This is an optimization exercise on Yosys and OpenROAD, whose aim is small area, a short achievable clock period and few clock cycles, not a production implementation. The RTL was checked by simulation tests, not by an equivalence proof against the original design. Power figures rest on the tool's default switching activity, not on a simulated workload.

## run.sh

```bash
#!/bin/bash
# synth_recipe.tcl (not shown) runs the flow's synth.tcl, then flattens the netlist and writes it again
# the make line also repeats each setting of config.mk as NAME=value (left out here)
make -C /OpenROAD-flow-scripts/flow DESIGN_CONFIG=/design/flow/config.mk WORK_HOME=/design/flow/orfs CLKGATE_MAP_FILE= SYNTH_SCRIPT=/design/flow/synth_recipe.tcl finish
```

## config.mk

```make
export PLATFORM = sky130hd
export DESIGN_NAME = fge_top
export DESIGN_NICKNAME = fge_top
export VERILOG_FILES = /design/flow/design.v
export SDC_FILE = /design/flow/constraint.sdc
export NUM_CORES = 4
export LEC_CHECK = 0
export CAP_MARGIN = 20
export CORE_MARGIN = 2
export CORE_UTILIZATION = 40
export SETUP_SLACK_MARGIN = 5
export SLEW_MARGIN = 20
export SYNTH_MEMORY_MAX_BITS = 8192
```

## constraint.sdc

```tcl
create_clock -name core_clock -period 10.0 [get_ports {clk}]
set_input_delay 2.0000 -clock core_clock [delete_from_list [all_inputs] [get_ports {clk}]]
set_output_delay 2.0000 -clock core_clock [all_outputs]
set_load 0.01 [all_outputs]
```

## design.v

```verilog
module fge_glyph_rom (
    input  wire [7:0]  ch,
    output reg  [63:0] data
);
    always @* begin
        case (ch)
            8'h30: data = 64'hf2349116f5f87acc;
            8'h31: data = 64'hab6af0685c3e3fc7;
            8'h32: data = 64'hdf7704629417c2ae;
            8'h33: data = 64'h934d267f071f6f14;
            8'h34: data = 64'ha9aa2f2537fd6fbb;
            8'h35: data = 64'h6097f12644e4270e;
            8'h36: data = 64'hd0e8ba416c15b8a7;
            8'h37: data = 64'h70c0d7a0845a7fc8;
            8'h38: data = 64'h910d0c59828b95e4;
            8'h39: data = 64'he2061feff50a4d16;
            8'h41: data = 64'hedb24cd08949bba6;
            8'h42: data = 64'h9762d0d785412988;
            8'h43: data = 64'ha23361ca4ffaa2df;
            8'h44: data = 64'h2b8fb1dae5086974;
            8'h45: data = 64'h2eabf12863098142;
            8'h46: data = 64'h00094a3d822a25ec;
            8'h47: data = 64'hd2f6648f15a24f43;
            8'h48: data = 64'h330be1018c3433c3;
            8'h49: data = 64'h8cade06173afc314;
            8'h4a: data = 64'ha48f7de9f26f2b8b;
            8'h4b: data = 64'h1c2d4ec14cdc54a9;
            8'h4c: data = 64'hf150e57963e86399;
            8'h4d: data = 64'hff8f5392309339b4;
            8'h4e: data = 64'h7acaa1f44d68f3ff;
            8'h4f: data = 64'h75b057776dff69a9;
            8'h50: data = 64'h5e38f75de17ab18f;
            8'h51: data = 64'h7e2980d4130b9bba;
            8'h52: data = 64'h7b94ee760c6b35dd;
            8'h53: data = 64'hd757b7cbf06246da;
            8'h54: data = 64'h719a4dc37e44d53c;
            8'h55: data = 64'h0154a13e9370a1bd;
            8'h56: data = 64'h9ec59c87a6d2a8c0;
            8'h57: data = 64'h3afaa6d34c60a3d5;
            8'h58: data = 64'h224e21c4b39e863a;
            8'h59: data = 64'h81e6ecea291b0356;
            8'h5a: data = 64'hdc33e33e94f3063e;
            8'h5b: data = 64'hfb2d0e8cf8371fc4;
            8'h5c: data = 64'hcfe4ed5c95398c98;
            8'h5d: data = 64'h9ecd76bbff13c84b;
            8'h5e: data = 64'h35bf8dcce7ca4998;
            8'h5f: data = 64'h3e61909d1a6b406a;
            8'h61: data = 64'h95725ba7f94e3832;
            8'h62: data = 64'h6a2da978f8de7e1f;
            8'h63: data = 64'hf5b99aee4c63791c;
            8'h64: data = 64'h2cb7fab44d2805f0;
            8'h65: data = 64'he09610617085bd88;
            8'h66: data = 64'h400d1ef6c45d7383;
            8'h67: data = 64'h55a4e46274a0bba9;
            8'h68: data = 64'h862a1b014ac85f6d;
            8'h69: data = 64'h143efc17285ee970;
            8'h6a: data = 64'h9dc8b8578f741f00;
            8'h6b: data = 64'h9b7f00601a2a8093;
            8'h6c: data = 64'he3637d3c022cca4e;
            8'h6d: data = 64'h284256e19a307682;
            8'h6e: data = 64'h7835afb3d27a382c;
            8'h6f: data = 64'hbc2227feb65a8272;
            8'h70: data = 64'h3a3a577eedaa002b;
            8'h71: data = 64'h157a58d93d531b56;
            8'h72: data = 64'hca2c3b2104c7789f;
            8'h73: data = 64'hb2669155bf8678e0;
            8'h74: data = 64'h8487e3df849cb79c;
            8'h75: data = 64'hd2bf3815891f8f83;
            8'h76: data = 64'h8a8694ba9eb395f3;
            8'h77: data = 64'h7421767cad081973;
            8'h78: data = 64'hb82357763f59a838;
            8'h79: data = 64'h58e830aef7ed8ca2;
            8'h7a: data = 64'hb019f296179748be;
            default: data = 64'h0931875e943641d4;
        endcase
    end
endmodule
module fge_top (
    input  wire        clk,
    input  wire        rst,
    input  wire        h_req,
    input  wire        h_we,
    input  wire [14:0] h_addr,
    input  wire [1:0]  h_size,       
    input  wire [31:0] h_wdata,
    output reg  [31:0] h_rdata,
    output wire        busy,
    output reg         tx_valid,
    output wire [6:0]  tx_addr,
    output wire [7:0]  tx_data,
    output reg         tx_last,
    input  wire        tx_ready,
    input  wire        rsp_valid,
    input  wire        rsp_nack
);
    localparam [6:0] DEV_ADDR_RESET = 7'h3C;
    localparam [3:0] S_IDLE  = 4'd0,
                     S_W1    = 4'd1,     
                     S_RECT2 = 4'd2,     
                     S_BRD   = 4'd3,     
                     S_LINE  = 4'd4,
                     S_STR   = 4'd5,
                     S_TXS   = 4'd6,     
                     S_TXW   = 4'd7,     
                     S_LSET  = 4'd8;     
    reg [31:0] fbc [0:31];       
    reg [7:0]  tm  [0:63];
    reg [31:0] cmd_lo, cmd_hi;
    reg [6:1]  err;
    reg [6:0]  devaddr;
    reg [7:0]  cursor_x;
    reg [8:0]  cursor_y;
    reg [3:0]  st;
    reg        busy_r;
    assign busy = busy_r;
    reg [7:0] cur_a, cur_b;
    wire [7:0] cur_c = cmd_hi[7:0];
    wire [7:0] cur_d = cmd_hi[15:8];
    wire [7:0] cur_e = cmd_hi[23:16];
    wire        h_rd = h_req & ~h_we;
    wire        h_wr = h_req &  h_we;
    wire        h_aligned = (h_size == 2'd0) |
                            ((h_size == 2'd1) & ~h_addr[0]) |
                            ((h_size == 2'd2) & (h_addr[1:0] == 2'b00));
    wire        in_reg = (h_addr[14:8] == 7'd0);
    wire        in_tm  = (h_addr[14:6] == 9'd4);
    wire        in_fb  = h_addr[14];
    wire        reg_ok = in_reg & (h_size == 2'd2) & (h_addr[1:0] == 2'b00);
    wire [5:0]  reg_idx = h_addr[7:2];
    wire        wr_cmd_lo  = h_wr & reg_ok & (reg_idx == 6'd0);
    wire        wr_cmd_hi  = h_wr & reg_ok & (reg_idx == 6'd1);
    wire        wr_status  = h_wr & reg_ok & (reg_idx == 6'd2);
    wire        wr_devaddr = h_wr & reg_ok & (reg_idx == 6'd3);
    wire        wr_tm      = h_wr & in_tm & h_aligned;
    wire [63:0] new_cmd = {h_wdata, cmd_lo};
    reg cmd_legal;
    always @* begin
        case (new_cmd[7:0])
            8'h00: cmd_legal = (new_cmd == 64'h0);
            8'h01: cmd_legal = ((new_cmd & 64'hFFFFFFFF0000FEFF) == 64'h01);
            8'h02: cmd_legal = ((new_cmd & 64'hFFFFFFFFFFFFFEFF) == 64'h02);
            8'h03: cmd_legal = ((new_cmd & 64'hFFFF00000000FCFF) == 64'h03);
            8'h04: cmd_legal = ((new_cmd & 64'hFFFF00000000FEFF) == 64'h04);
            8'h05: cmd_legal = ((new_cmd & 64'hFFFFFF000000FEFF) == 64'h05);
            8'h06: cmd_legal = ((new_cmd & 64'hFFFF00FF0000FEFF) == 64'h06);
            8'h07: cmd_legal = ((new_cmd & 64'hFF00FFFF0000FFFF) == 64'h07);
            8'h08: cmd_legal = ((new_cmd & 64'hFFFF00000000FFFF) == 64'h08);
            8'h09: cmd_legal = ((new_cmd & 64'hFF0000000000FEFF) == 64'h09);
            8'h0A: cmd_legal = (new_cmd == 64'h0A);
            8'h0B: cmd_legal = (new_cmd == 64'h0B);
            8'h0C: cmd_legal = ((new_cmd & 64'hFF00FFFFFFFFFFFF) == 64'h0C);
            default: cmd_legal = 1'b0;
        endcase
    end
    wire launch = wr_cmd_hi & ~busy_r & cmd_legal;
    wire [3:0] l_op = cmd_lo[3:0];
    wire       l_v  = cmd_lo[8];
    wire       l_f  = cmd_lo[9];
    wire [7:0] l_a  = cmd_lo[23:16];
    wire [7:0] l_b  = cmd_lo[31:24];
    wire [7:0] l_c  = h_wdata[7:0];
    wire [7:0] l_d  = h_wdata[15:8];
    wire [7:0] l_e  = h_wdata[23:16];
    wire       l_tx = (l_op == 4'hA) | (l_op == 4'hB) | (l_op == 4'hC);
    wire [31:0] fbw [0:32];
    genvar gk, gx, gy;
    generate
        for (gk = 0; gk < 32; gk = gk + 1) begin : g_fbw
            if (gk == 0) begin : g0
                assign fbw[gk] = {fbc[0][23:0], 8'h40};
            end else begin : gn
                assign fbw[gk] = {fbc[gk][23:0], fbc[gk-1][31:24]};
            end
        end
    endgenerate
    assign fbw[32] = {24'h0, fbc[31][31:24]};
    wire       eng_gnt = ~h_rd;
    reg  [6:0] eng_idx;
    wire       h_fb_ok = (h_addr[13:8] == 6'd0) && (h_addr[7:2] <= 6'd32);
    wire [48:0] hsel, esel, msel;
    generate
        for (gk = 0; gk < 33; gk = gk + 1) begin : g_fsel
            assign hsel[gk] = in_fb & h_fb_ok & (h_addr[7:2] == gk);
            assign esel[gk] = (eng_idx == gk);
        end
        for (gk = 0; gk < 16; gk = gk + 1) begin : g_tsel
            assign hsel[33+gk] = in_tm & (h_addr[5:2] == gk);
            assign esel[33+gk] = (eng_idx == 64 + gk);
        end
    endgenerate
    assign msel = h_rd ? hsel : esel;
    reg [31:0] mw;
    integer mi;
    always @* begin
        mw = 32'h0;
        for (mi = 0; mi <= 32; mi = mi + 1)
            mw = mw | ({32{msel[mi]}} & fbw[mi]);
        for (mi = 0; mi < 16; mi = mi + 1)
            mw = mw | ({32{msel[33+mi]}} & {tm[4*mi+3], tm[4*mi+2], tm[4*mi+1], tm[4*mi]});
    end
    reg [31:0] reg_val;
    always @* begin
        reg_val = 32'h0;
        case (reg_idx)
            6'd0: reg_val = cmd_lo;
            6'd1: reg_val = cmd_hi;
            6'd2: reg_val = {25'd0, err, busy_r};
            6'd3: reg_val = {25'd0, devaddr};
            6'd4: reg_val = {16'd32, 16'd32};
            6'd5: reg_val = {7'd0, cursor_y, 8'd0, cursor_x};
            default: reg_val = 32'h0;
        endcase
    end
    wire        h_mem = (in_tm | in_fb) & h_aligned;
    reg  [31:0] rq_word;
    reg  [1:0]  rq_size;         
    reg  [1:0]  rq_lane;
    always @(posedge clk) begin
        if (rst) begin
            rq_word <= 32'h0;
            rq_size <= 2'd2;
            rq_lane <= 2'd0;
        end else if (h_rd) begin
            rq_word <= (in_reg & reg_ok) ? reg_val : h_mem ? mw : 32'h0;
            rq_size <= in_reg ? 2'd2 : h_size;
            rq_lane <= h_addr[1:0];
        end
    end
    always @* begin
        case (rq_size)
            2'd0:    h_rdata = {24'd0, rq_word[8*rq_lane +: 8]};
            2'd1:    h_rdata = {16'd0, rq_word[16*rq_lane[1] +: 16]};
            default: h_rdata = rq_word;
        endcase
    end
    wire [31:0] tm_wrep = (h_size == 2'd0) ? {4{h_wdata[7:0]}} :
                          (h_size == 2'd1) ? {2{h_wdata[15:0]}} : h_wdata;
    generate
        for (gk = 0; gk < 64; gk = gk + 1) begin : g_tmw
            wire sel = (h_size == 2'd0) ? (h_addr[5:0] == gk) :
                       (h_size == 2'd1) ? (h_addr[5:1] == (gk >> 1)) :
                                          (h_addr[5:2] == (gk >> 2));
            always @(posedge clk) begin
                if (wr_tm & ~busy_r & sel)
                    tm[gk] <= tm_wrep[8*(gk % 4) +: 8];
            end
        end
    endgenerate
    reg        d_en;
    reg [5:0]  dc0 [0:1];
    reg [5:0]  dc1 [0:1];
    reg [5:0]  dr0 [0:1];
    reg [5:0]  dr1 [0:1];
    reg        d_ce, d_re;
    reg        d_gm, d_v;
    reg [7:0]  d_ch;
    reg [2:0]  d_rx, d_ry;
    reg        d_oob, d_gdef;
    wire [31:0] colsel [0:1];
    wire [31:0] rowsel [0:1];
    generate
        for (gk = 0; gk < 2; gk = gk + 1) begin : g_sel
            for (gx = 0; gx < 32; gx = gx + 1) begin : g_b
                assign colsel[gk][gx] = d_en & (gx >= dc0[gk]) & (gx <= dc1[gk]) &
                                        (~d_ce | (gx == dc0[gk]) | (gx == dc1[gk]));
                assign rowsel[gk][gx] = (gx >= dr0[gk]) & (gx <= dr1[gk]) &
                                        (~d_re | (gx == dr0[gk]) | (gx == dr1[gk]));
            end
        end
    endgenerate
    function unmapped;
        input [7:0] ch;
        unmapped = ~((ch >= 8'h30 && ch <= 8'h39) || (ch >= 8'h41 && ch <= 8'h5A) ||
                     (ch >= 8'h61 && ch <= 8'h7A) || (ch >= 8'h5B && ch <= 8'h5F));
    endfunction
    wire [63:0] gl;              
    fge_glyph_rom u_rom (
        .ch   (d_ch),
        .data (gl)
    );
    wire [63:0] pat;
    generate
        for (gx = 0; gx < 8; gx = gx + 1) begin : g_pc
            wire [7:0] colb = gl[8*((gx - d_rx) & 7) +: 8];
            wire [15:0] dbl = {colb, colb} << d_ry;
            wire [7:0] rot = dbl[15:8];
            assign pat[8*gx +: 8] = d_gm ? rot : {8{d_v}};
        end
    endgenerate
    generate
        for (gx = 0; gx < 32; gx = gx + 1) begin : g_fbx
            for (gy = 0; gy < 32; gy = gy + 1) begin : g_fby
                always @(posedge clk) begin
                    if (colsel[gy % 2][gx] & rowsel[gx % 2][gy])
                        fbc[gx][gy] <= pat[8*(gx % 8) + (gy % 8)];
                end
            end
        end
    endgenerate
    function [5:0] sat;          
        input [9:0] v;
        sat = (v > 10'd32) ? 6'd32 : v[5:0];
    endfunction
    reg  [7:0]         lx, ly;
    reg  [7:0]         ldx, ldy;
    reg                lsx, lsy, lxmaj;
    reg  [9:0]         lw;
    reg  [8:0]         lm2;          
    reg  signed [10:0] lt2;          
    reg  signed [10:0] lo0, lo1, lo2;    
    reg  [7:0]         lrem;         
    wire        q_xm = (ldx >= ldy);
    wire [7:0]  q_M  = q_xm ? ldx : ldy;
    wire [7:0]  q_m  = q_xm ? ldy : ldx;
    wire        q_cx = ({1'b0, ldx} < {ldy, 1'b0});      
    wire        q_cy = ({1'b0, ldy} < {ldx, 1'b0});      
    wire [9:0]  q_wx0 = {2'b00, ldx} - {1'b0, ldy, 1'b0};
    wire [9:0]  q_wy0 = {2'b00, ldy} - {1'b0, ldx, 1'b0};
    wire [9:0]  q_wx = q_cx ? q_wx0 + {1'b0, ldx, 1'b0} : q_wx0;
    wire [9:0]  q_wy = q_cy ? q_wy0 + {1'b0, ldy, 1'b0} : q_wy0;
    wire [9:0]  q_w  = q_xm ? q_wx : q_wy;
    wire [7:0]  lx_1 = lsx ? lx + 8'd1 : lx - 8'd1;
    wire [7:0]  lx_2 = lsx ? lx + 8'd2 : lx - 8'd2;
    wire [7:0]  ly_1 = lsy ? ly + 8'd1 : ly - 8'd1;
    wire [7:0]  ly_2 = lsy ? ly + 8'd2 : ly - 8'd2;
    wire [7:0]  qx = (q_xm | q_cy) ? lx_1 : lx;
    wire [7:0]  qy = (~q_xm | q_cx) ? ly_1 : ly;
    wire        p_c1 = ({1'b0, lw} < {2'b00, lm2});
    wire        p_j1 = ({1'b0, lw} < {1'b0, lm2, 1'b0});
    wire        p_j2 = ($signed({1'b0, lw}) < lt2);
    wire [1:0]  p_J  = {1'b0, p_j1} + {1'b0, p_j2};
    wire [7:0]  xa   = lxmaj ? lx_1 : (p_c1 ? lx_1 : lx);
    wire [7:0]  ya   = lxmaj ? (p_c1 ? ly_1 : ly) : ly_1;
    wire [7:0]  xb   = lxmaj ? lx_2 : (p_J == 2'd0 ? lx : p_J == 2'd1 ? lx_1 : lx_2);
    wire [7:0]  yb   = lxmaj ? (p_J == 2'd0 ? ly : p_J == 2'd1 ? ly_1 : ly_2) : ly_2;
    wire [9:0]  p_w  = lw + ((p_J == 2'd0) ? lo0[9:0] : (p_J == 2'd1) ? lo1[9:0] : lo2[9:0]);
    wire        p_bv   = (lrem >= 8'd2);
    wire        p_last = (lrem <= 8'd2);
    reg [7:0] scx;
    reg [8:0] scy;
    reg [7:0] sk;
    reg [5:0] sptr;
    wire [5:0] sptr_n = sptr + 6'd1;
    wire [7:0] s_ch = sh[8*sptr[1:0] +: 8];    
    wire       s_end = (sk == cur_d) || (s_ch == 8'h00);
    wire       s_wrap = (scx >= 8'd16);
    wire [7:0] s_ncx = s_wrap ? 8'd0 : scx + 8'd8;
    wire [8:0] s_ncy = s_wrap ? scy + 9'd8 : scy;
    wire       s_stop = (s_ncy >= 9'd24);
    reg [1:0]  tkind;            
    reg [4:0]  tframe;
    reg        tdata;            
    reg [7:0]  tbyte;            
    reg        tstarve;          
    reg [31:0] sh;               
    reg [5:0]  fwi;              
    assign tx_data = sh[7:0];
    assign tx_addr = devaddr;
    function [7:0] bringup;
        input [4:0] i;
        begin
            case (i)
                5'd0:  bringup = 8'hAE;  5'd1:  bringup = 8'hD5;
                5'd2:  bringup = 8'h80;  5'd3:  bringup = 8'hA8;
                5'd4:  bringup = 8'h1F;  5'd5:  bringup = 8'hD3;
                5'd6:  bringup = 8'h00;  5'd7:  bringup = 8'h40;
                5'd8:  bringup = 8'h8D;  5'd9:  bringup = 8'h14;
                5'd10: bringup = 8'h20;  5'd11: bringup = 8'h00;
                5'd12: bringup = 8'hA1;  5'd13: bringup = 8'hC8;
                5'd14: bringup = 8'hDA;  5'd15: bringup = 8'h02;
                5'd16: bringup = 8'h81;  5'd17: bringup = 8'hFF;
                5'd18: bringup = 8'hD9;  5'd19: bringup = 8'hF1;
                5'd20: bringup = 8'hDB;  5'd21: bringup = 8'h40;
                5'd22: bringup = 8'hA4;  default: bringup = 8'hAF;
            endcase
        end
    endfunction
    reg [7:0] tx_cmdbyte;
    always @* begin
        case (tkind)
            2'd0: tx_cmdbyte = cur_e;
            2'd1: tx_cmdbyte = bringup(tframe);
            default: begin
                case (tframe)
                    5'd0: tx_cmdbyte = 8'h21;
                    5'd1: tx_cmdbyte = 8'h00;
                    5'd2: tx_cmdbyte = 8'h1F;
                    5'd3: tx_cmdbyte = 8'h22;
                    5'd4: tx_cmdbyte = 8'h00;
                    default: tx_cmdbyte = 8'h03;
                endcase
            end
        endcase
    end
    wire [4:0] t_lastframe = (tkind == 2'd0) ? 5'd0 : (tkind == 2'd1) ? 5'd23 : 5'd6;
    always @* begin
        if (st == S_IDLE)     eng_idx = {3'b100, h_wdata[5:2]};     
        else if (st == S_STR) eng_idx = {3'b100, sptr_n[5:2]};
        else                  eng_idx = {1'b0, fwi};
    end
    wire [8:0] l_rx1  = {1'b0, l_b} + {1'b0, l_c} - 9'd1;      
    wire [8:0] l_ry1  = {1'b0, l_a} + {1'b0, l_d} - 9'd1;      
    wire [7:0] l_hx0  = (l_a < l_c) ? l_a : l_c;
    wire [7:0] l_hx1  = (l_a < l_c) ? l_c : l_a;
    wire [7:0] l_vy0  = (l_b < l_d) ? l_b : l_d;
    wire [7:0] l_vy1  = (l_b < l_d) ? l_d : l_b;
    wire [7:0] l_ldx  = (l_c > l_a) ? l_c - l_a : l_a - l_c;
    wire [7:0] l_ldy  = (l_d > l_b) ? l_d - l_b : l_b - l_d;
    wire [8:0] l_btx1 = {1'b0, l_b} + {1'b0, l_c[7:3], 3'b000} - 9'd1;   
    wire       l_bad  = (l_c < 8'd8) | (l_d < 8'd8);
    wire [7:0] b_cm8  = cur_c - 8'd8;
    wire [7:0] b_dm8  = cur_d - 8'd8;
    wire [8:0] b_tx1  = {1'b0, cur_b} + {1'b0, cur_c[7:3], 3'b000} - 9'd1;
    wire [8:0] b_ly1  = {1'b0, cur_a} + {1'b0, cur_d[7:3], 3'b000} - 9'd1;
    wire [8:0] b_bot  = {1'b0, cur_a} + {1'b0, b_dm8};
    wire [8:0] b_rgt  = {1'b0, cur_b} + {1'b0, b_cm8};
    wire [8:0] r_x1   = {1'b0, cur_b} + {1'b0, cur_c} - 9'd1;
    wire [8:0] r_y1   = {1'b0, cur_a} + {1'b0, cur_d} - 9'd1;
    reg        n_en, n_ce, n_re, n_gm, n_v, n_oob, n_gdef;
    reg [5:0]  n_c0a, n_c1a, n_c0b, n_c1b, n_r0a, n_r1a, n_r0b, n_r1b;
    reg [7:0]  n_ch;
    reg [2:0]  n_rx, n_ry;
    reg [9:0]  bx0, bx1, by0, by1;
    always @* begin
        n_en = 1'b0; n_ce = 1'b0; n_re = 1'b0; n_gm = 1'b0; n_v = 1'b0;
        n_oob = 1'b0; n_gdef = 1'b0;
        n_ch = 8'h00; n_rx = 3'd0; n_ry = 3'd0;
        bx0 = 10'd32; bx1 = 10'd0; by0 = 10'd32; by1 = 10'd0;
        n_c0a = 6'd32; n_c1a = 6'd0; n_c0b = 6'd32; n_c1b = 6'd0;
        n_r0a = 6'd32; n_r1a = 6'd0; n_r0b = 6'd32; n_r1b = 6'd0;
        if (!busy_r) begin
            n_v = l_v;
            case (l_op)
                4'h1: begin      
                    n_en = 1'b1;
                    bx0 = {2'd0, l_a}; bx1 = {2'd0, l_a};
                    by0 = {2'd0, l_b}; by1 = {2'd0, l_b};
                    n_oob = (l_a > 8'd31) | (l_b > 8'd31);
                end
                4'h2, 4'hA: begin    
                    n_en = 1'b1;
                    n_v = (l_op == 4'h2) & l_v;
                    bx0 = 10'd0; bx1 = 10'd31; by0 = 10'd0; by1 = 10'd31;
                end
                4'h3: begin      
                    n_en = (l_c != 8'd0) & (l_d != 8'd0);
                    bx0 = {2'd0, l_b}; bx1 = {1'b0, l_rx1};
                    by0 = {2'd0, l_a}; by1 = {1'b0, l_ry1};
                    n_re = ~l_f;
                    n_oob = (l_rx1 > 9'd31) | (l_ry1 > 9'd31);
                end
                4'h4: begin      
                    n_en = 1'b1;
                    bx0 = {2'd0, l_a}; bx1 = {2'd0, l_a};
                    by0 = {2'd0, l_b}; by1 = {2'd0, l_b};
                    n_oob = (l_hx1 > 8'd31) | (l_vy1 > 8'd31);
                end
                4'h5: begin      
                    n_en = 1'b1;
                    bx0 = {2'd0, l_hx0}; bx1 = {2'd0, l_hx1};
                    by0 = {2'd0, l_b};   by1 = {2'd0, l_b};
                    n_oob = (l_hx1 > 8'd31) | (l_b > 8'd31);
                end
                4'h6: begin      
                    n_en = 1'b1;
                    bx0 = {2'd0, l_a};   bx1 = {2'd0, l_a};
                    by0 = {2'd0, l_vy0}; by1 = {2'd0, l_vy1};
                    n_oob = (l_a > 8'd31) | (l_vy1 > 8'd31);
                end
                4'h7: begin      
                    n_en = 1'b1; n_gm = 1'b1; n_ch = l_e;
                    n_rx = l_a[2:0]; n_ry = l_b[2:0];
                    bx0 = {2'd0, l_a}; bx1 = {2'd0, l_a} + 10'd7;
                    by0 = {2'd0, l_b}; by1 = {2'd0, l_b} + 10'd7;
                    n_oob = (l_a > 8'd24) | (l_b > 8'd24);
                    n_gdef = unmapped(l_e);
                end
                4'h9: begin      
                    n_en = ~l_bad; n_gm = 1'b1; n_ch = l_e;
                    n_rx = l_b[2:0]; n_ry = l_a[2:0];
                    bx0 = {2'd0, l_b}; bx1 = {1'b0, l_btx1};
                    by0 = {2'd0, l_a}; by1 = {2'd0, l_a} + 10'd7;
                    n_oob = (l_rx1 > 9'd31) | (l_ry1 > 9'd31);
                    n_gdef = unmapped(l_e);
                end
                default: ;
            endcase
            n_en = n_en & launch;
        end else begin
            n_v = d_v;
            case (st)
                S_RECT2: begin
                    n_en = 1'b1; n_ce = 1'b1;
                    bx0 = {2'd0, cur_b}; bx1 = {1'b0, r_x1};
                    by0 = {2'd0, cur_a}; by1 = {1'b0, r_y1};
                end
                S_BRD: begin
                    n_en = 1'b1; n_gm = 1'b1; n_ch = cur_e;
                    case (tframe[1:0])
                        2'd1: begin      
                            n_rx = cur_b[2:0]; n_ry = b_bot[2:0];
                            bx0 = {2'd0, cur_b}; bx1 = {1'b0, b_tx1};
                            by0 = {1'b0, b_bot}; by1 = {1'b0, b_bot} + 10'd7;
                        end
                        2'd2: begin      
                            n_rx = cur_b[2:0]; n_ry = cur_a[2:0];
                            bx0 = {2'd0, cur_b}; bx1 = {2'd0, cur_b} + 10'd7;
                            by0 = {2'd0, cur_a}; by1 = {1'b0, b_ly1};
                        end
                        default: begin   
                            n_rx = b_rgt[2:0]; n_ry = cur_a[2:0];
                            bx0 = {1'b0, b_rgt}; bx1 = {1'b0, b_rgt} + 10'd7;
                            by0 = {2'd0, cur_a}; by1 = {1'b0, b_ly1};
                        end
                    endcase
                end
                S_STR: begin
                    if (eng_gnt & ~s_end) begin
                        n_en = 1'b1; n_gm = 1'b1; n_ch = s_ch;
                        n_rx = scx[2:0]; n_ry = scy[2:0];
                        bx0 = {2'd0, scx}; bx1 = {2'd0, scx} + 10'd7;
                        by0 = {1'b0, scy}; by1 = {1'b0, scy} + 10'd7;
                        n_oob = (scx > 8'd24) | (scy > 9'd24);
                        n_gdef = unmapped(s_ch);
                    end
                end
                default: ;
            endcase
        end
        n_c0a = sat(bx0); n_c1a = sat(bx1); n_r0a = sat(by0); n_r1a = sat(by1);
        n_c0b = n_c0a;    n_c1b = n_c1a;    n_r0b = n_r0a;    n_r1b = n_r1a;
        if (st == S_LSET) begin
            n_en = 1'b1;
            n_c0a = sat({2'd0, qx}); n_c1a = n_c0a; n_c0b = n_c0a; n_c1b = n_c0a;
            n_r0a = sat({2'd0, qy}); n_r1a = n_r0a; n_r0b = n_r0a; n_r1b = n_r0a;
        end
        if (st == S_LINE) begin
            n_en = 1'b1;
            if (lxmaj) begin
                if (!p_bv) begin
                    n_c0a = sat({2'd0, xa}); n_c1a = sat({2'd0, xa});
                end else if (lsx) begin
                    n_c0a = sat({2'd0, xa}); n_c1a = sat({2'd0, xb});
                end else begin
                    n_c0a = sat({2'd0, xb}); n_c1a = sat({2'd0, xa});
                end
                n_c0b = n_c0a; n_c1b = n_c1a;
                if (xa[0]) begin
                    n_r0b = sat({2'd0, ya}); n_r1b = sat({2'd0, ya});
                    n_r0a = sat({2'd0, yb}); n_r1a = sat({2'd0, yb});
                end else begin
                    n_r0a = sat({2'd0, ya}); n_r1a = sat({2'd0, ya});
                    n_r0b = sat({2'd0, yb}); n_r1b = sat({2'd0, yb});
                end
            end else begin
                if (!p_bv) begin
                    n_r0a = sat({2'd0, ya}); n_r1a = sat({2'd0, ya});
                end else if (lsy) begin
                    n_r0a = sat({2'd0, ya}); n_r1a = sat({2'd0, yb});
                end else begin
                    n_r0a = sat({2'd0, yb}); n_r1a = sat({2'd0, ya});
                end
                n_r0b = n_r0a; n_r1b = n_r1a;
                if (ya[0]) begin
                    n_c0b = sat({2'd0, xa}); n_c1b = sat({2'd0, xa});
                    n_c0a = sat({2'd0, xb}); n_c1a = sat({2'd0, xb});
                end else begin
                    n_c0a = sat({2'd0, xa}); n_c1a = sat({2'd0, xa});
                    n_c0b = sat({2'd0, xb}); n_c1b = sat({2'd0, xb});
                end
            end
        end
    end
    reg [6:1] err_set;
    always @* begin
        err_set = 6'h0;
        if (wr_cmd_hi & ~busy_r & ~cmd_legal)               err_set[1] = 1'b1;
        if (d_en & d_oob)                                   err_set[2] = 1'b1;
        if (launch & (l_op == 4'h9) & l_bad)                err_set[3] = 1'b1;
        if ((st == S_TXW) & rsp_valid & rsp_nack)           err_set[4] = 1'b1;
        if ((wr_cmd_hi | wr_devaddr | wr_tm) & busy_r)      err_set[5] = 1'b1;
        if (d_en & d_gdef)                                  err_set[6] = 1'b1;
    end
    reg [3:0] st_n;
    always @* begin
        st_n = st;
        if (launch) begin
            case (l_op)
                4'h1, 4'h2, 4'h5, 4'h6, 4'h7: st_n = S_W1;
                4'h3: st_n = (l_c == 8'd0 || l_d == 8'd0) ? S_IDLE : (l_f ? S_W1 : S_RECT2);
                4'h4: st_n = (l_a == l_c && l_b == l_d) ? S_W1 : S_LSET;
                4'h8: st_n = S_STR;
                4'h9: st_n = l_bad ? S_IDLE : S_BRD;
                4'hA, 4'hB, 4'hC: st_n = S_TXS;
                default: st_n = S_IDLE;
            endcase
        end else begin
            case (st)
                S_W1:    st_n = S_IDLE;
                S_RECT2: st_n = S_W1;
                S_BRD:   st_n = (tframe[1:0] == 2'd3) ? S_W1 : S_BRD;
                S_LSET:  st_n = (q_M == 8'd1) ? S_W1 : S_LINE;
                S_LINE:  st_n = p_last ? S_W1 : S_LINE;
                S_STR:   if (eng_gnt) st_n = s_end ? S_IDLE : (s_stop ? S_W1 : S_STR);
                S_TXS:   if (tx_valid & tx_ready & tx_last) st_n = S_TXW;
                S_TXW:   if (rsp_valid) st_n = (rsp_nack | (tframe == t_lastframe)) ? S_IDLE : S_TXS;
                default: st_n = S_IDLE;
            endcase
        end
    end
    always @(posedge clk) begin
        d_en   <= n_en & ~rst;
        d_ce   <= n_ce;   d_re <= n_re;
        d_gm   <= n_gm;   d_v  <= n_v;
        d_ch   <= n_ch;   d_rx <= n_rx; d_ry <= n_ry;
        d_oob  <= n_oob;  d_gdef <= n_gdef;
        dc0[0] <= n_c0a;  dc1[0] <= n_c1a;
        dc0[1] <= n_c0b;  dc1[1] <= n_c1b;
        dr0[0] <= n_r0a;  dr1[0] <= n_r1a;
        dr0[1] <= n_r0b;  dr1[1] <= n_r1b;
        if (rst) begin
            st       <= S_IDLE;
            busy_r   <= 1'b0;
            cmd_lo   <= 32'h0;
            cmd_hi   <= 32'h0;
            err      <= 6'h0;
            devaddr  <= DEV_ADDR_RESET;
            cursor_x <= 8'h0;
            cursor_y <= 9'h0;
            tx_valid <= 1'b0;
            tx_last  <= 1'b0;
        end else begin
            st     <= st_n;
            busy_r <= (st_n != S_IDLE);
            if (wr_cmd_lo)
                cmd_lo <= h_wdata;
            if (wr_cmd_hi & ~busy_r)
                cmd_hi <= h_wdata;
            if (wr_devaddr & ~busy_r)
                devaddr <= h_wdata[6:0];
            err <= (err & ~(wr_status ? h_wdata[6:1] : 6'h0)) | err_set;
            if (!busy_r) begin
                cur_a  <= l_a;
                cur_b  <= l_b;
                lx   <= l_a;   ly  <= l_b;
                ldx  <= l_ldx; ldy <= l_ldy;
                lsx  <= (l_a < l_c);
                lsy  <= (l_b < l_d);
                scx  <= l_a;
                scy  <= {1'b0, l_b};
                sk   <= 8'd0;
                sptr <= l_c[5:0];
                sh   <= {mw[31:8], l_tx ? 8'h80 : mw[7:0]};
                tframe  <= (l_op == 4'h9) ? 5'd1 : 5'd0;
                tkind   <= (l_op == 4'hC) ? 2'd0 : (l_op == 4'hA) ? 2'd1 : 2'd2;
                tdata   <= 1'b0;
                tstarve <= 1'b0;
                fwi     <= 6'd0;
                tx_last <= 1'b0;
                if (launch & l_tx)
                    tx_valid <= 1'b1;
            end else begin
                case (st)
                    S_BRD: tframe <= tframe + 5'd1;
                    S_LSET: begin
                        lx    <= qx;
                        ly    <= qy;
                        lxmaj <= q_xm;
                        lw    <= q_w;
                        lm2   <= {q_m, 1'b0};
                        lt2   <= $signed({1'b0, q_m, 2'b00}) - $signed({2'b00, q_M, 1'b0});
                        lo0   <= -$signed({1'b0, q_m, 2'b00});
                        lo1   <= $signed({2'b00, q_M, 1'b0}) - $signed({1'b0, q_m, 2'b00});
                        lo2   <= $signed({1'b0, q_M, 2'b00}) - $signed({1'b0, q_m, 2'b00});
                        lrem  <= q_M - 8'd1;
                    end
                    S_LINE: begin
                        lx   <= xb;
                        ly   <= yb;
                        lw   <= p_w;
                        lrem <= lrem - 8'd2;
                    end
                    S_STR: begin
                        if (eng_gnt) begin
                            if (s_end) begin
                                cursor_x <= scx;
                                cursor_y <= scy;
                            end else begin
                                sk   <= sk + 8'd1;
                                sptr <= sptr_n;
                                sh   <= mw;
                                scx  <= s_ncx;
                                scy  <= s_ncy;
                                if (s_stop) begin
                                    cursor_x <= s_ncx;
                                    cursor_y <= s_ncy;
                                end
                            end
                        end
                    end
                    S_TXS: begin
                        if (tstarve) begin
                            if (eng_gnt) begin
                                sh       <= mw;
                                fwi      <= fwi + 6'd1;
                                tx_valid <= 1'b1;
                                tstarve  <= 1'b0;
                            end
                        end else if (tx_valid & tx_ready) begin
                            if (tx_last) begin
                                tx_valid <= 1'b0;
                            end else if (!tdata) begin
                                sh[7:0] <= tx_cmdbyte;
                                tx_last <= 1'b1;
                            end else begin
                                tbyte   <= tbyte + 8'd1;
                                tx_last <= (tbyte == 8'd127);
                                if (tbyte[1:0] == 2'd3) begin
                                    if (eng_gnt) begin
                                        sh  <= mw;
                                        fwi <= fwi + 6'd1;
                                    end else begin
                                        tx_valid <= 1'b0;
                                        tstarve  <= 1'b1;
                                    end
                                end else
                                    sh <= {8'h00, sh[31:8]};
                            end
                        end
                    end
                    S_TXW: begin
                        if (rsp_valid & ~rsp_nack & (tframe != t_lastframe)) begin
                            tframe  <= tframe + 5'd1;
                            tx_last <= 1'b0;
                            if (tkind == 2'd2 && tframe == 5'd5) begin
                                tdata <= 1'b1;
                                tbyte <= 8'd0;
                                if (eng_gnt) begin
                                    sh       <= mw;
                                    fwi      <= fwi + 6'd1;
                                    tx_valid <= 1'b1;
                                end else
                                    tstarve  <= 1'b1;
                            end else begin
                                sh[7:0]  <= 8'h80;
                                tx_valid <= 1'b1;
                            end
                        end
                    end
                    default: ;
                endcase
            end
        end
    end
endmodule
```

==> metrics.csv, run 1 <==
stage;metric;value;unit
route;number of detailed-route iterations in the first pass;11;
timing;worst slew slack as a fraction of its limit;11.0;%
layout;Finished Core Util;47.4;%
layout;share of post-route cells with drive strength above 1;15.2;%
clock_network;deepest clock path buffer count;4;
timing;clock skew after layout;161;ps
floorplanning;die area;289000;um2
setup_path;nature of the critical path endpoint;flop;
setup_path;endpoint required time on the critical path;10730;ps
clock_network;clock insertion delay at the later pin of the skew report;1030;ps
timing;final hold vios;0;
yosys;combinational family with the most area after synthesis;compound AO/OA/AOI/OAI gates;
clock_network;maximum level of the CTS H-tree;4;
layout;post-route insts no fill;16100;
route;via total after detailed routing;120000;
setup_path;Setup crit start kind;input pin;
route;detailed-route DRC error count;0;
yosys;area of the mapped netlist;114000;um2
global_routing;number of antenna violations at the first check in global routing;96;
placed_design;IO buf count;105;
timing;sum of negative setup slack;0;ps
flow_run;MaxCap Viol Count;0;
setup_path;path type of the worst setup path;in -> reg;
pwr;maximum VDD drop;0.178;mV
layout;FILL cells;26600;
yosys;count of mapped cells out of synthesis;11800;
global_routing;number of global-route vias before repair;107000;
route;total wire length after detailed routing;749000;um
yosys;adder-cell share of the synthesized area;3.40;%
clock_network;Inserted Clock Buffers;223;
placed_design;cell count after placement;15300;
placed_design;gp weighted congestion;1.11;
setup_path;CP cell instances;buf_12 -> buf_12 -> or4b_4 -> a21o_4 -> o211ai_4 -> buf_4 -> buf_12 -> nand3_2 -> nor2_4 -> buf_4 -> a221oi_1 -> nand4_1 -> or4_4 -> a22oi_1 -> o21ai_0;
placed_design;post-detailed-placement half-perimeter wirelength;516000;um
yosys;Mean Syn Cell Area;9.64;um2
timing;Least-Margin Pin Slew;1340;ps
clock_network;Num Clock Sinks;1994;
yosys;share of flip-flops with an asynchronous set or reset after synthesis;0;%
layout;Final #Nets;12400;
status;status;failed layout checks;
setup_path;setup slack, reg-to-reg;4900;ps
yosys;cell type with the largest total area after synthesis;sky130_fd_sc_hd__edfxtp_1;
setup_path;Critical Path AT;5900;ps
setup_path;most frequent cell on the critical path;sky130_fd_sc_hd__buf_12;
setup_path;launch point of the worst reg-to-reg path;sh[3];
yosys;flop and latch count out of synthesis;1994;
clock_network;CTS tree;built;
yosys;share of the synthesized area in the top cell type;45.6;%
yosys;cells taking the most area after synthesis;sky130_fd_sc_hd__edfxtp_1 46%, sky130_fd_sc_hd__nor2_1 5.7%, sky130_fd_sc_hd__dfxtp_1 4.6%, sky130_fd_sc_hd__a22oi_1 3.9%, sky130_fd_sc_hd__nand2_1 3.8%;
min_path;Worst Hold End;cmd_hi[25];
timing;total count of max-transition violations in the final report;0;
yosys;top_reg_cell synth;sky130_fd_sc_hd__edfxtp_1;
route;initial drt markers;25800;
global_routing;global-route wire length before repair;976000;um
yosys;number of enable-type register cells in the synthesized netlist;1732;
min_path;Cells on Worst Hold Path;2;
floorplanning;number of rows in the core area;196;
yosys;sequential-to-total area share from yosys stat;50.2;%
yosys;area fraction in compound gates after synthesis;21.5;%
min_path;type of the tightest min-delay check;reg -> reg;
timing;post-layout minimum cycle time;5170;ps
floorplanning;IO Pins;106;
yosys;post-synthesis share of cell area spent on xor and xnor gates;1.74;%
status;causes of the layout check failure;antenna rules;
route;routed via count divided by cell count;7.46;
min_path;startpoint of the worst hold path;cmd_hi[25];
floorplanning;height of the die;538;um
yosys;Post-Synth Simple-Gate Area;16.3;%
pwr;total power divided by cell area;144;nW/um2
yosys;count of cell types in the netlist;111;
clock_network;number of hold buffers added after cts;0;
floorplanning;placeable core region;284000;um2
floorplanning;effective utilization at floorplan;40.1;%
timing;setup violation total in the final timing report;0;
clock_network;CTS clock-pin slew for the worst setup and hold paths;60;ps
layout;Sequential Area;57300;um2
setup_path;worst-path maximum fanout;11;
setup_path;slowest CP cell;sky130_fd_sc_hd__nor2_4;
global_routing;maximum number of pins on one net before global-route repair;100;
layout;area of the multi-input gates;55700;um2
global_routing;All-Layer GR Usage;49.8;%
layout;area growth from synthesis to layout;18.3;%
setup_path;stage delay of the slowest cell on the critical path;740;ps
yosys;mux cell area share after synthesis;2.41;%
clock_network;root buffer selected by CTS;sky130_fd_sc_hd__clkbuf_16;
yosys;Synthesis Warnings;8;
timing;unrepaired setup endpoints after global routing;true;
timing;Highest Clock Rate;193;MHz
route;remaining antenna violation count;1;
setup_path;worst-case reg-to-reg path depth;15;
route;average wire per standard cell;46.6;um
pwr;leak pwr;0.0450;uW
yosys;net count after synthesis;12200;
timing;crit share post-route;51.7;%
floorplanning;Chip Width;538;um
global_routing;overflow left after global routing;0;
[report_power, final]
part           internal [uW]  leakage [uW]  switching [uW]
sequential              9060        0.0181            80.9
clock                   4620       0.00349            3780
combinational            644        0.0234            1220
total                  14300        0.0450            5080
[state kept, by name (all words and copies together), names as in the netlist, 9 cells and up, named ones only]
register,flops
dc1,12
sh,32
tm,512
dr0,12
lw,9
lo1,9
rq_word,32
lt2,9
dr1,12
scy,9
dc0,12
cmd_hi,32
fbc,1024
cmd_lo,32
cursor_y,9
[stage by stage]
stage | area (um2) | setup slack (ps) | power, uW | hold slack [ps]
after CTS | 133000 | 4890 | 19200 | 455
after global routing | 135000 | 4930 | 19700 | 480
final | 135000 | 4830 | 19400 | 456
after global placement | 122000 | 1980 | 10900 | 442
after floorplan | 114000 | 5010 | 10200 | 432
after detailed placement | 122000 | 2190 | 10900 | 446
[critical path: cells and delay by family]
kind,cells,cell delay (ps)
and+or+nand+nor,5,1990
buffers and inverters,5,1030
AOI/OAI and AO/OA,5,820
[kinds of logic (layout without fill, tap and decap cells)]
family,count (synthesis),count (layout)
adder cells (fa/ha/maj),296,296
XOR/XNOR,226,226
other,0,83
flip-flops,1994,1994
AND/OR/NAND/NOR,4180,4180
multiplexers,261,261
AO/OA/AOI/OAI,3620,3622
buffers and inverters,1250,1648
[cells in the mapped netlist, types with 27 or more instances]
| cell type | number |
|---|---|
| sky130_fd_sc_hd__edfxtp_1 | 1732 |
| sky130_fd_sc_hd__nor2_1 | 1720 |
| sky130_fd_sc_hd__nand2_1 | 1145 |
| sky130_fd_sc_hd__a21oi_1 | 794 |
| sky130_fd_sc_hd__o21ai_0 | 714 |
| sky130_fd_sc_hd__clkbuf_1 | 700 |
| sky130_fd_sc_hd__a22oi_1 | 587 |
| sky130_fd_sc_hd__nand3_1 | 301 |
| sky130_fd_sc_hd__inv_1 | 298 |
| sky130_fd_sc_hd__ha_1 | 272 |
| sky130_fd_sc_hd__dfxtp_1 | 262 |
| sky130_fd_sc_hd__nor3_1 | 236 |
| sky130_fd_sc_hd__mux2i_1 | 221 |
| sky130_fd_sc_hd__nand4_1 | 185 |
| sky130_fd_sc_hd__a22o_1 | 184 |
| sky130_fd_sc_hd__a221oi_1 | 176 |
| sky130_fd_sc_hd__xnor2_1 | 161 |
| sky130_fd_sc_hd__buf_2 | 135 |
| sky130_fd_sc_hd__a222oi_1 | 118 |
| sky130_fd_sc_hd__o22ai_1 | 115 |
| sky130_fd_sc_hd__a31oi_1 | 99 |
| sky130_fd_sc_hd__a21o_1 | 93 |
| sky130_fd_sc_hd__o211ai_1 | 84 |
| sky130_fd_sc_hd__nand2b_1 | 83 |
| sky130_fd_sc_hd__a211oi_1 | 82 |
| sky130_fd_sc_hd__nor2b_1 | 80 |
| sky130_fd_sc_hd__buf_1 | 77 |
| sky130_fd_sc_hd__and3_1 | 68 |
| sky130_fd_sc_hd__and2_1 | 67 |
| sky130_fd_sc_hd__xor2_1 | 65 |
| sky130_fd_sc_hd__nor4_1 | 61 |
| sky130_fd_sc_hd__or3_1 | 57 |
| sky130_fd_sc_hd__o221ai_1 | 55 |
| sky130_fd_sc_hd__a32oi_1 | 50 |
| sky130_fd_sc_hd__o31ai_1 | 42 |
| sky130_fd_sc_hd__or2_2 | 36 |
| sky130_fd_sc_hd__o21bai_1 | 33 |
| sky130_fd_sc_hd__a311oi_1 | 32 |
| sky130_fd_sc_hd__mux2_2 | 32 |
| sky130_fd_sc_hd__a32o_1 | 31 |
| sky130_fd_sc_hd__a2111oi_0 | 28 |
| sky130_fd_sc_hd__o21a_1 | 27 |
[metal layers]
metal	vias to the layer above	global-route usage (%)	wire, um
met4	32	40.7	80300
met5	-	0.921	493
met2	12800	69.3	294000
met3	3663	20.9	119000
met1	58300	59.7	255000
li1	45200	-	-
[worst max path at each step]
| stage | to | cells after the start | slack (ps) | startpoint |
|---|---|---|---|---|
| after floorplan | dr1[0][0] | 16 | 5010 | h_wdata[9] |
| after global placement | sh[1] | 13 | 1980 | h_wdata[4] |
| after detailed placement | sh[1] | 12 | 2190 | h_we |
| after CTS | sh[1] | 15 | 4890 | h_addr[13] |
| after global routing | dc1[0][0] | 18 | 4930 | h_wdata[3] |
| final | sh[30] | 15 | 4830 | h_wdata[3] |
[cell usage in the layout, fill, tap and decap left out, drive strengths merged, types with 74 or more instances in the layout]
cell / instances
a22o: 184
a21oi: 794
buf: 835
nand2b: 83
a22oi: 587
a211oi: 82
a31oi: 100
a221oi: 179
mux2i: 221
edfxtp: 1732
ha: 272
xnor2: 161
a222oi: 118
o211ai: 85
nand4: 186
a21o: 93
clkdlybuf4s50: 74
clkinv: 85
o22ai: 118
nor2b: 80
nor2: 1723
inv: 307
clkbuf: 301
nor3: 241
diode: 83
nand3: 302
dfxtp: 262
o21ai: 740
nand2: 1147
[cell type report]
type	count	area share, %
Antenna cell	83	0.154
Clock buffer	292	4.50
Sequential cell	1994	42.4
Clock inverter	116	0.803
Inverter	309	0.894
Timing Repair Buffer	931	6.45
Multi-Input combinational cell	8585	41.3
Tap cell	3762	3.49
[repair_timing]
item / 4_1_cts / 5_1_grt
pin swaps: 95 / 89
setup buffers: 167 / 85
endpoints found under the setup margin: 382 / 493
cloned: 3 / 4
resized for setup: 406 / 258
Testbench counts, summed over its fixed seeds: cycles 7,770.
==> run 2, diff against run 1 <==
--- a/design.v
+++ b/design.v
@@ -114,5 +114,4 @@
     reg        busy_r;
     assign busy = busy_r;
-    reg [7:0] cur_a, cur_b;
     wire [7:0] cur_c = cmd_hi[7:0];
     wire [7:0] cur_d = cmd_hi[15:8];
@@ -302,5 +301,6 @@
         sat = (v > 10'd32) ? 6'd32 : v[5:0];
     endfunction
-    reg  [7:0]         lx, ly;
+    reg  [7:0]         lx;
+    reg  [8:0]         ly;
     reg  [7:0]         ldx, ldy;
     reg                lsx, lsy, lxmaj;
@@ -337,22 +337,16 @@
     wire        p_bv   = (lrem >= 8'd2);
     wire        p_last = (lrem <= 8'd2);
-    reg [7:0] scx;
-    reg [8:0] scy;
-    reg [7:0] sk;
-    reg [5:0] sptr;
-    wire [5:0] sptr_n = sptr + 6'd1;
-    wire [7:0] s_ch = sh[8*sptr[1:0] +: 8];    
-    wire       s_end = (sk == cur_d) || (s_ch == 8'h00);
-    wire       s_wrap = (scx >= 8'd16);
-    wire [7:0] s_ncx = s_wrap ? 8'd0 : scx + 8'd8;
-    wire [8:0] s_ncy = s_wrap ? scy + 9'd8 : scy;
+    wire [5:0] sptr_n = ldy[5:0] + 6'd1;
+    wire [7:0] s_ch = sh[8*ldy[1:0] +: 8];    
+    wire       s_end = (ldx == cur_d) || (s_ch == 8'h00);
+    wire       s_wrap = (lx >= 8'd16);
+    wire [7:0] s_ncx = s_wrap ? 8'd0 : lx + 8'd8;
+    wire [8:0] s_ncy = s_wrap ? ly + 9'd8 : ly;
     wire       s_stop = (s_ncy >= 9'd24);
     reg [1:0]  tkind;            
     reg [4:0]  tframe;
     reg        tdata;            
-    reg [7:0]  tbyte;            
     reg        tstarve;          
     reg [31:0] sh;               
-    reg [5:0]  fwi;              
     assign tx_data = sh[7:0];
     assign tx_addr = devaddr;
@@ -397,5 +391,5 @@
         if (st == S_IDLE)     eng_idx = {3'b100, h_wdata[5:2]};     
         else if (st == S_STR) eng_idx = {3'b100, sptr_n[5:2]};
-        else                  eng_idx = {1'b0, fwi};
+        else                  eng_idx = {1'b0, lw[5:0]};
     end
     wire [8:0] l_rx1  = {1'b0, l_b} + {1'b0, l_c} - 9'd1;      
@@ -411,10 +405,10 @@
     wire [7:0] b_cm8  = cur_c - 8'd8;
     wire [7:0] b_dm8  = cur_d - 8'd8;
-    wire [8:0] b_tx1  = {1'b0, cur_b} + {1'b0, cur_c[7:3], 3'b000} - 9'd1;
-    wire [8:0] b_ly1  = {1'b0, cur_a} + {1'b0, cur_d[7:3], 3'b000} - 9'd1;
-    wire [8:0] b_bot  = {1'b0, cur_a} + {1'b0, b_dm8};
-    wire [8:0] b_rgt  = {1'b0, cur_b} + {1'b0, b_cm8};
-    wire [8:0] r_x1   = {1'b0, cur_b} + {1'b0, cur_c} - 9'd1;
-    wire [8:0] r_y1   = {1'b0, cur_a} + {1'b0, cur_d} - 9'd1;
+    wire [8:0] b_tx1  = {1'b0, ly[7:0]} + {1'b0, cur_c[7:3], 3'b000} - 9'd1;
+    wire [8:0] b_ly1  = {1'b0, lx} + {1'b0, cur_d[7:3], 3'b000} - 9'd1;
+    wire [8:0] b_bot  = {1'b0, lx} + {1'b0, b_dm8};
+    wire [8:0] b_rgt  = {1'b0, ly[7:0]} + {1'b0, b_cm8};
+    wire [8:0] r_x1   = {1'b0, ly[7:0]} + {1'b0, cur_c} - 9'd1;
+    wire [8:0] r_y1   = {1'b0, lx} + {1'b0, cur_d} - 9'd1;
     reg        n_en, n_ce, n_re, n_gm, n_v, n_oob, n_gdef;
     reg [5:0]  n_c0a, n_c1a, n_c0b, n_c1b, n_r0a, n_r1a, n_r0b, n_r1b;
@@ -492,6 +486,6 @@
                 S_RECT2: begin
                     n_en = 1'b1; n_ce = 1'b1;
-                    bx0 = {2'd0, cur_b}; bx1 = {1'b0, r_x1};
-                    by0 = {2'd0, cur_a}; by1 = {1'b0, r_y1};
+                    bx0 = {2'd0, ly[7:0]}; bx1 = {1'b0, r_x1};
+                    by0 = {2'd0, lx}; by1 = {1'b0, r_y1};
                 end
                 S_BRD: begin
@@ -499,17 +493,17 @@
                     case (tframe[1:0])
                         2'd1: begin      
-                            n_rx = cur_b[2:0]; n_ry = b_bot[2:0];
-                            bx0 = {2'd0, cur_b}; bx1 = {1'b0, b_tx1};
+                            n_rx = ly[2:0]; n_ry = b_bot[2:0];
+                            bx0 = {2'd0, ly[7:0]}; bx1 = {1'b0, b_tx1};
                             by0 = {1'b0, b_bot}; by1 = {1'b0, b_bot} + 10'd7;
                         end
                         2'd2: begin      
-                            n_rx = cur_b[2:0]; n_ry = cur_a[2:0];
-                            bx0 = {2'd0, cur_b}; bx1 = {2'd0, cur_b} + 10'd7;
-                            by0 = {2'd0, cur_a}; by1 = {1'b0, b_ly1};
+                            n_rx = ly[2:0]; n_ry = lx[2:0];
+                            bx0 = {2'd0, ly[7:0]}; bx1 = {2'd0, ly[7:0]} + 10'd7;
+                            by0 = {2'd0, lx}; by1 = {1'b0, b_ly1};
                         end
                         default: begin   
-                            n_rx = b_rgt[2:0]; n_ry = cur_a[2:0];
+                            n_rx = b_rgt[2:0]; n_ry = lx[2:0];
                             bx0 = {1'b0, b_rgt}; bx1 = {1'b0, b_rgt} + 10'd7;
-                            by0 = {2'd0, cur_a}; by1 = {1'b0, b_ly1};
+                            by0 = {2'd0, lx}; by1 = {1'b0, b_ly1};
                         end
                     endcase
@@ -518,8 +512,8 @@
                     if (eng_gnt & ~s_end) begin
                         n_en = 1'b1; n_gm = 1'b1; n_ch = s_ch;
-                        n_rx = scx[2:0]; n_ry = scy[2:0];
-                        bx0 = {2'd0, scx}; bx1 = {2'd0, scx} + 10'd7;
-                        by0 = {1'b0, scy}; by1 = {1'b0, scy} + 10'd7;
-                        n_oob = (scx > 8'd24) | (scy > 9'd24);
+                        n_rx = lx[2:0]; n_ry = ly[2:0];
+                        bx0 = {2'd0, lx}; bx1 = {2'd0, lx} + 10'd7;
+                        by0 = {1'b0, ly}; by1 = {1'b0, ly} + 10'd7;
+                        n_oob = (lx > 8'd24) | (ly > 9'd24);
                         n_gdef = unmapped(s_ch);
                     end
@@ -641,14 +635,10 @@
             err <= (err & ~(wr_status ? h_wdata[6:1] : 6'h0)) | err_set;
             if (!busy_r) begin
-                cur_a  <= l_a;
-                cur_b  <= l_b;
                 lx   <= l_a;   ly  <= l_b;
-                ldx  <= l_ldx; ldy <= l_ldy;
+                ldx  <= (l_op == 4'h8) ? 8'd0 : l_ldx;                   
+                ldy  <= (l_op == 4'h8) ? {2'b00, l_c[5:0]} : l_ldy;      
+                lw   <= 10'd0;                                           
                 lsx  <= (l_a < l_c);
                 lsy  <= (l_b < l_d);
-                scx  <= l_a;
-                scy  <= {1'b0, l_b};
-                sk   <= 8'd0;
-                sptr <= l_c[5:0];
                 sh   <= {mw[31:8], l_tx ? 8'h80 : mw[7:0]};
                 tframe  <= (l_op == 4'h9) ? 5'd1 : 5'd0;
@@ -656,5 +646,4 @@
                 tdata   <= 1'b0;
                 tstarve <= 1'b0;
-                fwi     <= 6'd0;
                 tx_last <= 1'b0;
                 if (launch & l_tx)
@@ -684,12 +673,12 @@
                         if (eng_gnt) begin
                             if (s_end) begin
-                                cursor_x <= scx;
-                                cursor_y <= scy;
+                                cursor_x <= lx;
+                                cursor_y <= ly;
                             end else begin
-                                sk   <= sk + 8'd1;
-                                sptr <= sptr_n;
+                                ldx   <= ldx + 8'd1;
+                                ldy <= {2'b00, sptr_n};
                                 sh   <= mw;
-                                scx  <= s_ncx;
-                                scy  <= s_ncy;
+                                lx  <= s_ncx;
+                                ly  <= s_ncy;
                                 if (s_stop) begin
                                     cursor_x <= s_ncx;
@@ -703,5 +692,5 @@
                             if (eng_gnt) begin
                                 sh       <= mw;
-                                fwi      <= fwi + 6'd1;
+                                lw      <= lw + 10'd1;
                                 tx_valid <= 1'b1;
                                 tstarve  <= 1'b0;
@@ -714,10 +703,10 @@
                                 tx_last <= 1'b1;
                             end else begin
-                                tbyte   <= tbyte + 8'd1;
-                                tx_last <= (tbyte == 8'd127);
-                                if (tbyte[1:0] == 2'd3) begin
+                                lrem   <= lrem + 8'd1;
+                                tx_last <= (lrem == 8'd127);
+                                if (lrem[1:0] == 2'd3) begin
                                     if (eng_gnt) begin
                                         sh  <= mw;
-                                        fwi <= fwi + 6'd1;
+                                        lw <= lw + 10'd1;
                                     end else begin
                                         tx_valid <= 1'b0;
@@ -735,8 +724,8 @@
                             if (tkind == 2'd2 && tframe == 5'd5) begin
                                 tdata <= 1'b1;
-                                tbyte <= 8'd0;
+                                lrem <= 8'd0;
                                 if (eng_gnt) begin
                                     sh       <= mw;
-                                    fwi      <= fwi + 6'd1;
+                                    lw      <= lw + 10'd1;
                                     tx_valid <= 1'b1;
                                 end else
--- a/config.mk
+++ b/config.mk
@@ -6,8 +6,9 @@
 export NUM_CORES = 4
 export LEC_CHECK = 0
-export CAP_MARGIN = 20
+export ABC_AREA = 1
+export CAP_MARGIN = 10
 export CORE_MARGIN = 2
 export CORE_UTILIZATION = 40
 export SETUP_SLACK_MARGIN = 5
-export SLEW_MARGIN = 20
+export SLEW_MARGIN = 10
 export SYNTH_MEMORY_MAX_BITS = 8192
==> metrics.csv, run 2 <==
stage;metric;value;unit;change
global_routing;All-Layer GR Usage;41.5;%;-8.3 points
floorplanning;IO Pins;106;;unchanged
timing;clock skew after layout;133;ps;-28.1 ps
yosys;Mean Syn Cell Area;7.77;um2;-19%
layout;Finished Core Util;45.8;%;-1.6 points
yosys;count of mapped cells out of synthesis;14600;;+24%
setup_path;Setup crit start kind;flop;;
global_routing;global-route wire length before repair;836000;um;-14%
status;status;failed layout checks;;
layout;number of flip-flops in the largest register;1024;;unchanged
layout;share of post-route cells with drive strength above 1;8.64;%;-6.5 points
yosys;top_reg_cell synth;sky130_fd_sc_hd__edfxtp_1;;
timing;post-layout minimum cycle time;5220;ps;+45.0 ps
placed_design;area after detailed placement;120000;um2;-1.9%
route;highest metal layer with signal wires;met5;;
clock_network;CTS clock-pin slew for the worst setup and hold paths;60;ps;about the same
placed_design;gp weighted congestion;1.10;;-0.94%
layout;area of all placed cells without fillers;129000;um2;-4.1%
yosys;sequential-to-total area share from yosys stat;48.8;%;-1.4 points
layout;most common cell after layout, fill and taps aside;sky130_fd_sc_hd__nand2_1;;
timing;final hold vios;0;;unchanged
yosys;area of the mapped netlist;114000;um2;-0.35%
timing;crit share post-route;52.2;%;+0.45 points
floorplanning;Chip Width;537;um;-0.17%
min_path;type of the tightest min-delay check;reg -> reg;;
route;Met2 Wirelength;243000;um;-17%
layout;area growth from synthesis to layout;13.8;%;
timing;sum of negative setup slack;0;ps;unchanged
placed_design;IO buf count;105;;unchanged
setup_path;path type of the worst setup path;reg -> reg;;
yosys;dominant cell by count in the synthesized netlist;sky130_fd_sc_hd__nand2_1;;
floorplanning;number of rows in the core area;195;;-0.51%
pwr;leak pwr;0.0510;uW;+13%
timing;WHS;467;ps;+11.7 ps
clock_network;root buffer selected by CTS;sky130_fd_sc_hd__clkbuf_16;;
route;routed via count divided by cell count;6.26;;-16%
layout;top library cells by usage in the layout, fill and taps aside;4549 x sky130_fd_sc_hd__nand2_1, 2098 x sky130_fd_sc_hd__nor2_1, 1673 x sky130_fd_sc_hd__edfxtp_1, 1098 x sky130_fd_sc_hd__inv_1, 1007 x sky130_fd_sc_hd__o21ai_0;;
clock_network;Num Clock Sinks;1935;;-3.0%
yosys;flop and latch count out of synthesis;1935;;-3.0%
route;Met3 Routed Length;106000;um;-11%
clock_network;CTS tree;built;;
timing;setup violation total in the final timing report;0;;unchanged
setup_path;nature of the critical path endpoint;flop;;
yosys;net count after synthesis;15000;;+23%
flow_run;MaxCap Viol Count;2;;+2
clock_network;maximum level of the CTS H-tree;4;;unchanged
global_routing;number of global-route vias before repair;104000;;-3.6%
yosys;cells taking the most area after synthesis;sky130_fd_sc_hd__edfxtp_1 44%, sky130_fd_sc_hd__nand2_1 15%, sky130_fd_sc_hd__nor2_1 7.1%, sky130_fd_sc_hd__o21ai_0 4.8%, sky130_fd_sc_hd__dfxtp_1 4.6%;;
yosys;cell type with the largest total area after synthesis;sky130_fd_sc_hd__edfxtp_1;;
global_routing;overflow left after global routing;0;;unchanged
route;remaining antenna violation count;0;;-1
route;average wire per standard cell;33.4;um;-28%
timing;Highest Clock Rate;192;MHz;-0.86%
floorplanning;height of the die;537;um;-0.17%
route;initial drt markers;22800;;-11%
yosys;share of the synthesized area in the top cell type;44.2;%;-1.4 points
setup_path;endpoint required time on the critical path;10820;ps;+90 ps
layout;register bank with the most flops;fbc;;
floorplanning;effective utilization at floorplan;40.2;%;+0.14 points
clock_network;deepest clock path buffer count;4;;unchanged
timing;unrepaired setup endpoints after global routing;true;;
setup_path;Critical Path AT;6040;ps;+140 ps
placed_design;worst slack after detailed placement;2460;ps;+266 ps
global_routing;number of antenna violations at the first check in global routing;50;;-48%
route;via total after detailed routing;117000;;-2.8%
layout;biggest registers after layout;fbc x1024, tm x512;;
yosys;count of cell types in the netlist;72;;-35%
floorplanning;die area;288000;um2;-0.34%
placed_design;post-detailed-placement half-perimeter wirelength;435000;um;-16%
clock_network;Inserted Clock Buffers;210;;-5.8%
route;detailed-route DRC error count;0;;unchanged
timing;total count of max-transition violations in the final report;17;;+17
timing;worst slew slack as a fraction of its limit;-0.492;%;-11 points
clock_network;clock insertion delay at the later pin of the skew report;930;ps;-100 ps
yosys;number of enable-type register cells in the synthesized netlist;1673;;-3.4%
timing;PnR worst setup slack;4780;ps;-45.0 ps
yosys;most used standard cells in the synthesized netlist;4635 x sky130_fd_sc_hd__nand2_1, 2163 x sky130_fd_sc_hd__nor2_1, 1673 x sky130_fd_sc_hd__edfxtp_1, 1117 x sky130_fd_sc_hd__inv_1, 1091 x sky130_fd_sc_hd__o21ai_0;;
timing;Least-Margin Pin Slew;1510;ps;+172 ps
global_routing;maximum number of pins on one net before global-route repair;96;;-4.0%
pwr;maximum VDD drop;0.134;mV;-25%
route;number of detailed-route iterations in the first pass;10;;-1
pwr;total power divided by cell area;143;nW/um2;-0.50%
route;total wire length after detailed routing;622000;um;-17%
yosys;share of flip-flops with an asynchronous set or reset after synthesis;0;%;unchanged
route;met1 layer wirelength in the final routing;217000;um;-15%
clock_network;number of hold buffers added after cts;0;;unchanged
floorplanning;placeable core region;283000;um2;-0.68%
layout;Final #Nets;15100;;+22%
status;causes of the layout check failure;capacitance limit, slew limit;;
setup_path;worst-path maximum fanout;37;;+26
yosys;Synthesis Warnings;8;;unchanged
==> run 2: changes by cell type after synthesis, moves of 200 or more <==
cell and change:
sky130_fd_sc_hd__o21ai_0 +377, sky130_fd_sc_hd__inv_1 +819, sky130_fd_sc_hd__nand2_1 +3490, sky130_fd_sc_hd__nand3_1 +442, sky130_fd_sc_hd__a21oi_1 -200, sky130_fd_sc_hd__clkbuf_1 -263
sky130_fd_sc_hd__nor2_1 +443, sky130_fd_sc_hd__a22oi_1 -557
==> run 2: layout make-up <==
class | count | area (um2)
diodes | 25 | 62.6
repair buffers | 586 | 5300
multi-input cells | 10800 | 52800
clock inverters | 107 | 935
inverters | 1171 | 4500
repair inverters | 2 | 13.8
well taps | 3743 | 4680
fillers | 28300 | 153000
clock buffers | 267 | 5610
flip-flops and latches | 1935 | 55500
==> run 2: critical path: stages, from the launching register on <==
cell                       delay (ps)
sky130_fd_sc_hd__edfxtp_1         410
sky130_fd_sc_hd__buf_6            330
sky130_fd_sc_hd__nand2_1          100
sky130_fd_sc_hd__nand3_1          240
sky130_fd_sc_hd__nand2_1          340
sky130_fd_sc_hd__nand2_1          220
sky130_fd_sc_hd__nor2_1            90
sky130_fd_sc_hd__nand2_4          270
sky130_fd_sc_hd__nand2_4          230
sky130_fd_sc_hd__inv_4            300
sky130_fd_sc_hd__nand3_1          110
sky130_fd_sc_hd__nand2_1           80
sky130_fd_sc_hd__nand2_1           60
sky130_fd_sc_hd__nand2_2          230
sky130_fd_sc_hd__buf_8            380
sky130_fd_sc_hd__nand2_4          300
sky130_fd_sc_hd__nor2_4           190
sky130_fd_sc_hd__buf_4            320
sky130_fd_sc_hd__inv_1            130
sky130_fd_sc_hd__nor2_2           370
sky130_fd_sc_hd__a31oi_1          200
sky130_fd_sc_hd__nand2_1          160
==> run 2: cell families (layout without fill, tap and decap cells) <==
group	Yosys count	in the layout	synth area share, %
and+or+nand+nor	8142	8144	29.0
xor gates and xnor gates	123	123	0.948
muxes	22	22	0.194
DFF	1935	1935	48.8
buffers and inverters	1891	2133	6.72
adders and majority gates	299	299	3.45
AOI/OAI and AO/OA	2215	2215	10.9
other	0	25	0
==> run 2: final timing paths <==
path | start | endpoint | slack, ps | depth (start not counted)
worst max-delay path | ldy[0] | flop | 4780 | 21
worst min-delay path | cmd_hi[31] | cmd_hi[31] | 470 | 2
worst max register to register | ldy[0] | flop | 4780 | 21
worst min register to register | cmd_hi[31] | cmd_hi[31] | 470 | 2
==> run 2: metrics by stage <==
step                total power (uW)  std cells
CTS                            18300      18600
global placement               10700      18100
finish                         18500      18600
global route                   18800      18600
detailed placement             10700      18100
floorplan                       9980      14600
==> run 2: routing by layer <==
layer	vias up	global-route usage, %
met2	10500	57.8
met3	2473	16.9
li1	48900	-
met1	54700	52.4
met5	-	0
met4	46	28.2
==> run 2: what timing repair did <==
action,in CTS,in global routing
setup endpoints to repair,924,807
buffers inserted,32,49
pin swaps,10,34
cloned,2,8
resized for setup,273,220
==> run 2: power by group <==
part           leakage [uW]  switching, uW  internal [uW]
clock               0.00318           3500           4310
sequential           0.0174           60.9           8780
combinational        0.0304           1320            528
total                0.0510           4880          13600
Testbench counts of run 2, summed over its fixed seeds: cycles 7,770.

[what the ideal ports hide]
The results above use ideal ports. As a check the final layouts listed here were re-extracted and re-timed, cells and wires unchanged. Step 1: set_driving_cell puts a clkbuf_16 on clk and a buf_2 on each other input, an assumption about the parent block. Step 2 moves the port delays by t, midway between the first and last clock arrival at a register: inputs arrive t later, outputs are due t later. That takes back most of the time a late clock gives input paths. Slacks: ideal / step 1 / step 2; pairs: ideal / step 1.
| run | t (ns) | slack for setup (ns) | clock arrival spread, ns |
|---|---|---|---|
| run 1 | 1.063 | 4.827 / 4.874 / 3.811 | 0.164 / 0.164 |
| run 2 | 0.969 | 4.782 / 4.782 / 3.908 | 0.162 / 0.162 |
For run 1, which loses most, drivers alone change the setup slack by +0.047 ns; drivers and shift together by -1.016 ns.
